This is an optimization exercise on Yosys and OpenROAD, whose aim is small area, not a production implementation.
Function was checked by simulation only, so behaviour that the tests miss may differ from the original.

==> 03-25: inputs <==
==> flow/design.v <==
module iccm_link (
    input  wire         clk,
    input  wire         rst,           
    input  wire         rx,
    output wire         tx,
    input  wire         cmd_valid,
    input  wire [7:0]   cmd,
    output wire         cmd_ready,
    input  wire         msg_we,
    input  wire [7:0]   msg_byte,
    output reg          resp_valid,
    output wire         resp_avail,
    output wire [4:0]   resp_len,
    output wire [159:0] resp_data,
    output wire [15:0]  status,
    output wire [4:0]   cursor,
    output reg  [6:0]   events
);
    localparam integer N = 20;             
    localparam integer M = 16;             
    localparam [7:0] C_INIT  = 8'h01;
    localparam [7:0] C_SEND  = 8'h02;
    localparam [7:0] C_AVAIL = 8'h03;
    localparam [7:0] C_READ  = 8'h04;
    localparam [7:0] C_CLEAR = 8'h05;
    localparam [7:0] C_DIS   = 8'h06;
    localparam [7:0] C_EN    = 8'h07;
    reg        dis;                        
    reg        ss;                         
    reg        data_avail;
    reg        pclr;                       
    reg        ovf;
    reg        edge_pend;
    reg        init_done;
    reg  [4:0] cur;
    reg  [7:0] rbuf [0:N-1];
    reg        rx_prev;
    reg        rx_active;
    reg        tx_active;
    reg  [5:0] tmr;                        
    reg  [3:0] bcnt;                       
    reg        cb0;                        
    reg        cm;                         
    reg        tx_stx;                     
    reg        invalid_input;
    reg        faulted;
    reg  [7:0] msg [0:M-1];                
    reg  [4:0] msg_cnt;                    
    reg        msg_rsv;
    wire [1:0] link = {dis | tx_active, dis | ss};
    wire edge_ie  = init_done;
    wire ep1      = edge_pend | (edge_ie & ~rx_prev & rx);
    wire activate = ~faulted & ~rx_active & ep1 & init_done;
    wire ev_bail  = activate & (tx_active | dis);
    wire rx_start = activate & ~(tx_active | dis);
    localparam [5:0] T_RX = 6'd50;
    localparam [5:0] T_TX = 6'd32;
    wire tmr_fb   = tmr[5] ^ tmr[4] ^ (tmr[4:0] == 5'd0);
    wire tick_end = tmr == (tx_active ? T_TX : T_RX);
    wire rx_ev    = rx_active & tick_end;
    wire samp     = rx_ev & (bcnt != 4'd0) & (bcnt != 4'd9);
    wire rx_done  = rx_ev & (bcnt == 4'd9);
    wire n_rx_active = rx_start | (rx_active & ~rx_done);
    wire is_stx = rx_done & ~cb0 & cm;
    wire is_etx = rx_done &  cb0 & cm;
    wire is_oth = rx_done & ~cm;
    wire full   = cur[4] & cur[2];         
    wire ev_msg_ready = is_etx & ss & ~full;
    wire ev_etx_lost  = is_etx & ss &  full;
    wire ev_overflow  = is_oth & ss &  full;
    wire ev_drop      = (is_etx | is_oth) & ~ss;
    wire push         = (is_etx | is_oth) & ss & ~full;
    wire [4:0] cur_up  = {&cur[3:0], &cur[2:0], &cur[1:0], cur[0], 1'b1};
    wire [4:0] p4_cur  = is_stx ? 5'd0 : cur ^ ({5{push}} & cur_up);
    wire       p4_da   = ~is_stx & (data_avail | ev_msg_ready);
    wire       p4_ovf  = ~is_stx & (ovf | ev_overflow);
    wire       p4_ss   = is_stx | (ss & ~is_etx);
    wire       p4_ep   = ~faulted & ep1 & ~activate & ~rx_done |
                         faulted & edge_pend;
    assign cmd_ready = ~tx_active & ~n_rx_active;
    wire do_cmd   = cmd_valid & cmd_ready;
    wire illegal  = (cmd == 8'h00) || (cmd > C_EN);
    wire send_cmd = do_cmd & (cmd == C_SEND);
    wire ok       = do_cmd & ~faulted & ~illegal & (init_done | cmd == C_INIT);
    wire bad      = do_cmd & ~faulted & (illegal | (~init_done & cmd != C_INIT));
    wire c_init  = ok & (cmd == C_INIT);
    wire c_send  = ok & (cmd == C_SEND);
    wire c_read  = ok & (cmd == C_READ);
    wire c_avail = ok & (cmd == C_AVAIL);
    wire c_clr   = ok & ((cmd == C_CLEAR) | (cmd == C_INIT)) | pclr;
    wire c_dis   = ok & (cmd == C_DIS);
    wire c_en    = ok & ((cmd == C_EN) | (cmd == C_INIT));
    wire ev_tx_rej = c_send & p4_ss;
    wire admit     = c_send & ~p4_ss;
    wire tx_ev     = tx_active & tick_end;
    wire frame_end = tx_ev & (bcnt == 4'd9);
    wire msg_left  = msg_cnt != 5'd0;
    wire data_end  = frame_end & ~tx_stx & msg_left;
    wire tx_done   = frame_end & ~tx_stx & ~msg_left;
    wire pad       = tx_active & tx_stx & (bcnt == 4'd0) & (tmr[5:4] == 2'b00) &
                     ~msg_cnt[4] & (tmr[3:0] >= msg_cnt[3:0]);
    wire [7:0] tx_byte = tx_stx ? 8'h02 : (msg_left ? msg[M-1] : 8'h03);
    wire [9:0] tx_raw  = {1'b0, tx_byte, 1'b1};
    assign tx = tx_active & tx_raw[bcnt];
    wire stage     = msg_we & ~tx_active & ~send_cmd;
    wire stage_in  = stage & ~msg_cnt[4];
    wire msg_shift = stage_in | pad | data_end;
    always @(posedge clk) begin
        if (rst) begin
            edge_pend     <= 1'b0;
            init_done     <= 1'b0;
            rx_active     <= 1'b0;
            tx_active     <= 1'b0;
            invalid_input <= 1'b0;
            faulted       <= 1'b0;
            msg_rsv       <= 1'b0;
            resp_valid    <= 1'b0;
            events        <= 7'd0;
        end else begin
            edge_pend     <= p4_ep & ~c_init;
            init_done     <= init_done | c_init;
            rx_active     <= n_rx_active;
            tx_active     <= admit | (tx_active & ~tx_done);
            invalid_input <= invalid_input | (admit & msg_rsv);
            faulted       <= faulted | bad;
            resp_valid    <= c_read | c_avail;
            events        <= {tx_done, ev_tx_rej, ev_bail, ev_drop,
                              ev_overflow, ev_etx_lost, ev_msg_ready};
            if (send_cmd)
                msg_rsv <= 1'b0;
            else if (stage && (msg_byte == 8'h02 || msg_byte == 8'h03))
                msg_rsv <= 1'b1;
        end
    end
    wire [4:0] cnt_up = {&msg_cnt[3:0], &msg_cnt[2:0], &msg_cnt[1:0],
                         msg_cnt[0], 1'b1};
    wire [4:0] cnt_dn = {~|msg_cnt[3:0], ~|msg_cnt[2:0], ~|msg_cnt[1:0],
                         ~msg_cnt[0], 1'b1};
    wire [4:0] cnt_tg = ({5{stage_in}} & cnt_up) | ({5{data_end}} & cnt_dn);
    always @(posedge clk) begin
        if (rst || (send_cmd && !admit))
            msg_cnt <= 5'd0;
        else
            msg_cnt <= msg_cnt ^ cnt_tg;
    end
    integer i;
    always @(posedge clk) begin
        rx_prev    <= rx;
        cur        <= c_clr ? 5'd0 : p4_cur;
        data_avail <= ~c_clr & p4_da;
        ovf        <= ~c_clr & p4_ovf;
        ss         <= p4_ss & ~c_dis & ~c_init;
        dis        <= (dis | c_dis) & ~c_en;
        pclr       <= c_read;
        if (rx_start | admit)
            tmr <= 6'd0;
        else
            tmr <= {tmr[4:0], tmr_fb};
        if (rx_start | admit)
            bcnt <= 4'd0;
        else if (tick_end)
            bcnt <= (bcnt == 4'd9) ? 4'd0 : bcnt + 4'd1;
        if (admit)
            tx_stx <= 1'b1;
        else if (frame_end)
            tx_stx <= 1'b0;
        if (samp) begin
            if (bcnt == 4'd1) cb0 <= rx;
            if (bcnt == 4'd2) cm <= rx;
            else if (bcnt != 4'd1) cm <= cm & ~rx;
        end
        for (i = 0; i < N; i = i + 1)
            if (samp && cur == i) rbuf[i] <= {rx, rbuf[i][7:1]};
        if (msg_shift) begin
            msg[0] <= msg_byte;
            for (i = 1; i < M; i = i + 1)
                msg[i] <= msg[i-1];
        end
    end
    genvar g;
    generate
        for (g = 0; g < N; g = g + 1) begin : g_resp
            assign resp_data[8*g +: 8] = rbuf[g];
        end
    endgenerate
    assign resp_avail = data_avail;
    assign resp_len   = cur - {4'd0, data_avail};
    assign status = {4'b0000, faulted, invalid_input, tx_active, rx_active,
                     init_done, edge_ie, edge_pend, ovf & ~pclr,
                     data_avail & ~pclr, ss, link};
    assign cursor = cur & {5{~pclr}};
endmodule
==> flow/flow/run.sh <==
#!/bin/bash
# Standard layout with the smallest port buffers and a lighter clock tree.
set -o pipefail
export BUFFER_PORTS_ARGS="-buffer_cell sky130_fd_sc_hd__buf_1"
export CTS_ARGS="-sink_clustering_enable -repair_clock_nets -dont_use_dummy_load -buf_list sky130_fd_sc_hd__clkbuf_16 -root_buf sky130_fd_sc_hd__clkbuf_16 -sink_clustering_size 36 -sink_clustering_max_diameter 100"
bash standard.sh > standard.log 2>&1
==> flow/standard.sh <==
#!/bin/bash
# synth_recipe.tcl (not shown) runs the flow's synth.tcl, then flattens the netlist and writes it again
# the make line also repeats each setting of config.mk as NAME=value (left out here)
make -C /OpenROAD-flow-scripts/flow DESIGN_CONFIG=/design/flow/config.mk WORK_HOME=/design/flow/orfs CLKGATE_MAP_FILE= SYNTH_SCRIPT=/design/flow/synth_recipe.tcl "${@:-finish}"
==> flow/config.mk <==
export PLATFORM = sky130hd
export DESIGN_NAME = iccm_link
export DESIGN_NICKNAME = iccm_link
export VERILOG_FILES = /design/flow/design.v
export SDC_FILE = /design/flow/constraint.sdc
export NUM_CORES = 4
export LEC_CHECK = 0
export CAP_MARGIN = 20
export CORE_MARGIN = 2
export CORE_UTILIZATION = 85
export SLEW_MARGIN = 20
==> flow/constraint.sdc <==
create_clock -name core_clock -period 10.0 [get_ports {clk}]
set_input_delay 2.0000 -clock core_clock [delete_from_list [all_inputs] [get_ports {clk}]]
set_output_delay 2.0000 -clock core_clock [all_outputs]
set_load 0.01 [all_outputs]
==> inputs of 04-13, as changes to 03-25 <==
--- a/flow/design.v
+++ b/flow/design.v
@@ -71,6 +71,5 @@
     wire ev_drop      = (is_etx | is_oth) & ~ss;
     wire push         = (is_etx | is_oth) & ss & ~full;
-    wire [4:0] cur_up  = {&cur[3:0], &cur[2:0], &cur[1:0], cur[0], 1'b1};
-    wire [4:0] p4_cur  = is_stx ? 5'd0 : cur ^ ({5{push}} & cur_up);
+    wire [4:0] p4_cur  = is_stx ? 5'd0 : (push ? cur + 5'd1 : cur);
     wire       p4_da   = ~is_stx & (data_avail | ev_msg_ready);
     wire       p4_ovf  = ~is_stx & (ovf | ev_overflow);
@@ -114,4 +113,5 @@
             invalid_input <= 1'b0;
             faulted       <= 1'b0;
+            msg_cnt       <= 5'd0;
             msg_rsv       <= 1'b0;
             resp_valid    <= 1'b0;
@@ -127,20 +127,14 @@
             events        <= {tx_done, ev_tx_rej, ev_bail, ev_drop,
                               ev_overflow, ev_etx_lost, ev_msg_ready};
-            if (send_cmd)
+            if (send_cmd) begin
+                if (!admit) msg_cnt <= 5'd0;
                 msg_rsv <= 1'b0;
-            else if (stage && (msg_byte == 8'h02 || msg_byte == 8'h03))
-                msg_rsv <= 1'b1;
+            end else if (stage) begin
+                if (stage_in) msg_cnt <= msg_cnt + 5'd1;
+                if (msg_byte == 8'h02 || msg_byte == 8'h03) msg_rsv <= 1'b1;
+            end else if (data_end) begin
+                msg_cnt <= msg_cnt - 5'd1;
+            end
         end
-    end
-    wire [4:0] cnt_up = {&msg_cnt[3:0], &msg_cnt[2:0], &msg_cnt[1:0],
-                         msg_cnt[0], 1'b1};
-    wire [4:0] cnt_dn = {~|msg_cnt[3:0], ~|msg_cnt[2:0], ~|msg_cnt[1:0],
-                         ~msg_cnt[0], 1'b1};
-    wire [4:0] cnt_tg = ({5{stage_in}} & cnt_up) | ({5{data_end}} & cnt_dn);
-    always @(posedge clk) begin
-        if (rst || (send_cmd && !admit))
-            msg_cnt <= 5'd0;
-        else
-            msg_cnt <= msg_cnt ^ cnt_tg;
     end
     integer i;
==> flow/flow/run.sh (replaced) <==
#!/bin/bash
# Standard layout with the smallest port buffers and a lighter clock tree.
set -o pipefail
export BUFFER_PORTS_ARGS="-buffer_cell sky130_fd_sc_hd__buf_1"
export CTS_ARGS="-sink_clustering_enable -repair_clock_nets -dont_use_dummy_load -buf_list sky130_fd_sc_hd__clkbuf_8 -root_buf sky130_fd_sc_hd__clkbuf_16 -sink_clustering_size 22 -sink_clustering_max_diameter 40"
bash standard.sh > standard.log 2>&1
Settings changed: CORE_UTILIZATION 85 to 75, PLACE_DENSITY from default to 0.8.
==> inputs of 05-20, as changes to 03-25 <==
--- a/flow/design.v
+++ b/flow/design.v
@@ -10,6 +10,6 @@
     input  wire [7:0]   msg_byte,
     output reg          resp_valid,
-    output wire         resp_avail,
-    output wire [4:0]   resp_len,
+    output reg          resp_avail,
+    output reg  [4:0]   resp_len,
     output wire [159:0] resp_data,
     output wire [15:0]  status,
@@ -29,7 +29,7 @@
     reg        ss;                         
     reg        data_avail;
-    reg        pclr;                       
     reg        ovf;
     reg        edge_pend;
+    reg        edge_ie;
     reg        init_done;
     reg  [4:0] cur;
@@ -49,13 +49,9 @@
     reg        msg_rsv;
     wire [1:0] link = {dis | tx_active, dis | ss};
-    wire edge_ie  = init_done;
     wire ep1      = edge_pend | (edge_ie & ~rx_prev & rx);
     wire activate = ~faulted & ~rx_active & ep1 & init_done;
     wire ev_bail  = activate & (tx_active | dis);
     wire rx_start = activate & ~(tx_active | dis);
-    localparam [5:0] T_RX = 6'd50;
-    localparam [5:0] T_TX = 6'd32;
-    wire tmr_fb   = tmr[5] ^ tmr[4] ^ (tmr[4:0] == 5'd0);
-    wire tick_end = tmr == (tx_active ? T_TX : T_RX);
+    wire tick_end = (&tmr[4:0]) & (tmr[5] == tx_active);
     wire rx_ev    = rx_active & tick_end;
     wire samp     = rx_ev & (bcnt != 4'd0) & (bcnt != 4'd9);
@@ -71,6 +67,5 @@
     wire ev_drop      = (is_etx | is_oth) & ~ss;
     wire push         = (is_etx | is_oth) & ss & ~full;
-    wire [4:0] cur_up  = {&cur[3:0], &cur[2:0], &cur[1:0], cur[0], 1'b1};
-    wire [4:0] p4_cur  = is_stx ? 5'd0 : cur ^ ({5{push}} & cur_up);
+    wire [4:0] p4_cur  = is_stx ? 5'd0 : (push ? cur + 5'd1 : cur);
     wire       p4_da   = ~is_stx & (data_avail | ev_msg_ready);
     wire       p4_ovf  = ~is_stx & (ovf | ev_overflow);
@@ -88,5 +83,5 @@
     wire c_read  = ok & (cmd == C_READ);
     wire c_avail = ok & (cmd == C_AVAIL);
-    wire c_clr   = ok & ((cmd == C_CLEAR) | (cmd == C_INIT)) | pclr;
+    wire c_clr   = ok & ((cmd == C_READ) | (cmd == C_CLEAR) | (cmd == C_INIT));
     wire c_dis   = ok & (cmd == C_DIS);
     wire c_en    = ok & ((cmd == C_EN) | (cmd == C_INIT));
@@ -109,4 +104,5 @@
         if (rst) begin
             edge_pend     <= 1'b0;
+            edge_ie       <= 1'b0;
             init_done     <= 1'b0;
             rx_active     <= 1'b0;
@@ -114,4 +110,5 @@
             invalid_input <= 1'b0;
             faulted       <= 1'b0;
+            msg_cnt       <= 5'd0;
             msg_rsv       <= 1'b0;
             resp_valid    <= 1'b0;
@@ -119,4 +116,5 @@
         end else begin
             edge_pend     <= p4_ep & ~c_init;
+            edge_ie       <= edge_ie | c_init;
             init_done     <= init_done | c_init;
             rx_active     <= n_rx_active;
@@ -127,20 +125,14 @@
             events        <= {tx_done, ev_tx_rej, ev_bail, ev_drop,
                               ev_overflow, ev_etx_lost, ev_msg_ready};
-            if (send_cmd)
+            if (send_cmd) begin
+                if (!admit) msg_cnt <= 5'd0;
                 msg_rsv <= 1'b0;
-            else if (stage && (msg_byte == 8'h02 || msg_byte == 8'h03))
-                msg_rsv <= 1'b1;
+            end else if (stage) begin
+                if (stage_in) msg_cnt <= msg_cnt + 5'd1;
+                if (msg_byte == 8'h02 || msg_byte == 8'h03) msg_rsv <= 1'b1;
+            end else if (data_end) begin
+                msg_cnt <= msg_cnt - 5'd1;
+            end
         end
-    end
-    wire [4:0] cnt_up = {&msg_cnt[3:0], &msg_cnt[2:0], &msg_cnt[1:0],
-                         msg_cnt[0], 1'b1};
-    wire [4:0] cnt_dn = {~|msg_cnt[3:0], ~|msg_cnt[2:0], ~|msg_cnt[1:0],
-                         ~msg_cnt[0], 1'b1};
-    wire [4:0] cnt_tg = ({5{stage_in}} & cnt_up) | ({5{data_end}} & cnt_dn);
-    always @(posedge clk) begin
-        if (rst || (send_cmd && !admit))
-            msg_cnt <= 5'd0;
-        else
-            msg_cnt <= msg_cnt ^ cnt_tg;
     end
     integer i;
@@ -152,9 +144,10 @@
         ss         <= p4_ss & ~c_dis & ~c_init;
         dis        <= (dis | c_dis) & ~c_en;
-        pclr       <= c_read;
+        resp_avail <= p4_da;
+        resp_len   <= p4_cur - {4'd0, p4_da};
         if (rx_start | admit)
             tmr <= 6'd0;
         else
-            tmr <= {tmr[4:0], tmr_fb};
+            tmr <= tmr + 6'd1;
         if (rx_start | admit)
             bcnt <= 4'd0;
@@ -184,9 +177,7 @@
         end
     endgenerate
-    assign resp_avail = data_avail;
-    assign resp_len   = cur - {4'd0, data_avail};
     assign status = {4'b0000, faulted, invalid_input, tx_active, rx_active,
-                     init_done, edge_ie, edge_pend, ovf & ~pclr,
-                     data_avail & ~pclr, ss, link};
-    assign cursor = cur & {5{~pclr}};
+                     init_done, edge_ie, edge_pend, ovf, data_avail,
+                     ss, link};
+    assign cursor = cur;
 endmodule
==> flow/run.sh (new file) <==
#!/bin/bash
# synth_recipe.tcl (not shown) runs the flow's synth.tcl, then flattens the netlist and writes it again
# the make line also repeats each setting of config.mk as NAME=value (left out here)
make -C /OpenROAD-flow-scripts/flow DESIGN_CONFIG=/design/flow/config.mk WORK_HOME=/design/flow/orfs CLKGATE_MAP_FILE= SYNTH_SCRIPT=/design/flow/synth_recipe.tcl finish
Settings changed: CORE_UTILIZATION 85 to 40.
removed: flow/flow/run.sh
removed: flow/standard.sh
==> summary of the runs <==
04-13 completed with no timing, DRC or antenna violations. 05-20 produced a clean layout. 03-25 never finished: it broke off in detailed placement on DPL-0033.
Of 05-20 and 04-13, 04-13 has the higher core utilization (gap 32 points).
In 04-13 the first-iteration DRC count is higher than in 05-20, by 9.3%.
Maximum frequency: 05-20 is lower than 04-13 (8.5%).
Against 05-20, the cell count of 04-13 is smaller by about 19%.

[separate check: timing with driven ports]
In the flow no input, the clock included, has a driving cell. The finished layouts below were timed again as built, in two steps. Step 1 assumes that a clkbuf_16 drives the clock port and a buf_2 every other input. Step 2 times the ports against the registers' clock, not the clock port: input delays grow and output delays shrink by t, the midpoint of the rising clock arrivals with the driver on. Three values: ideal ports, drivers, drivers and shift; two values: the first two.
run | t, ns | setup slack, ns | worst data-port slew with drivers (ns)
04-13 | 0.502 | 4.554 / 4.531 / 4.531 | 0.05
05-20 | 0.551 | 4.047 / 4.015 / 4.015 | 0.05
After both steps setup and hold are still met in every run listed. For 05-20, which loses most, drivers alone change the setup slack by -0.032 ns; drivers and shift together by -0.032 ns.
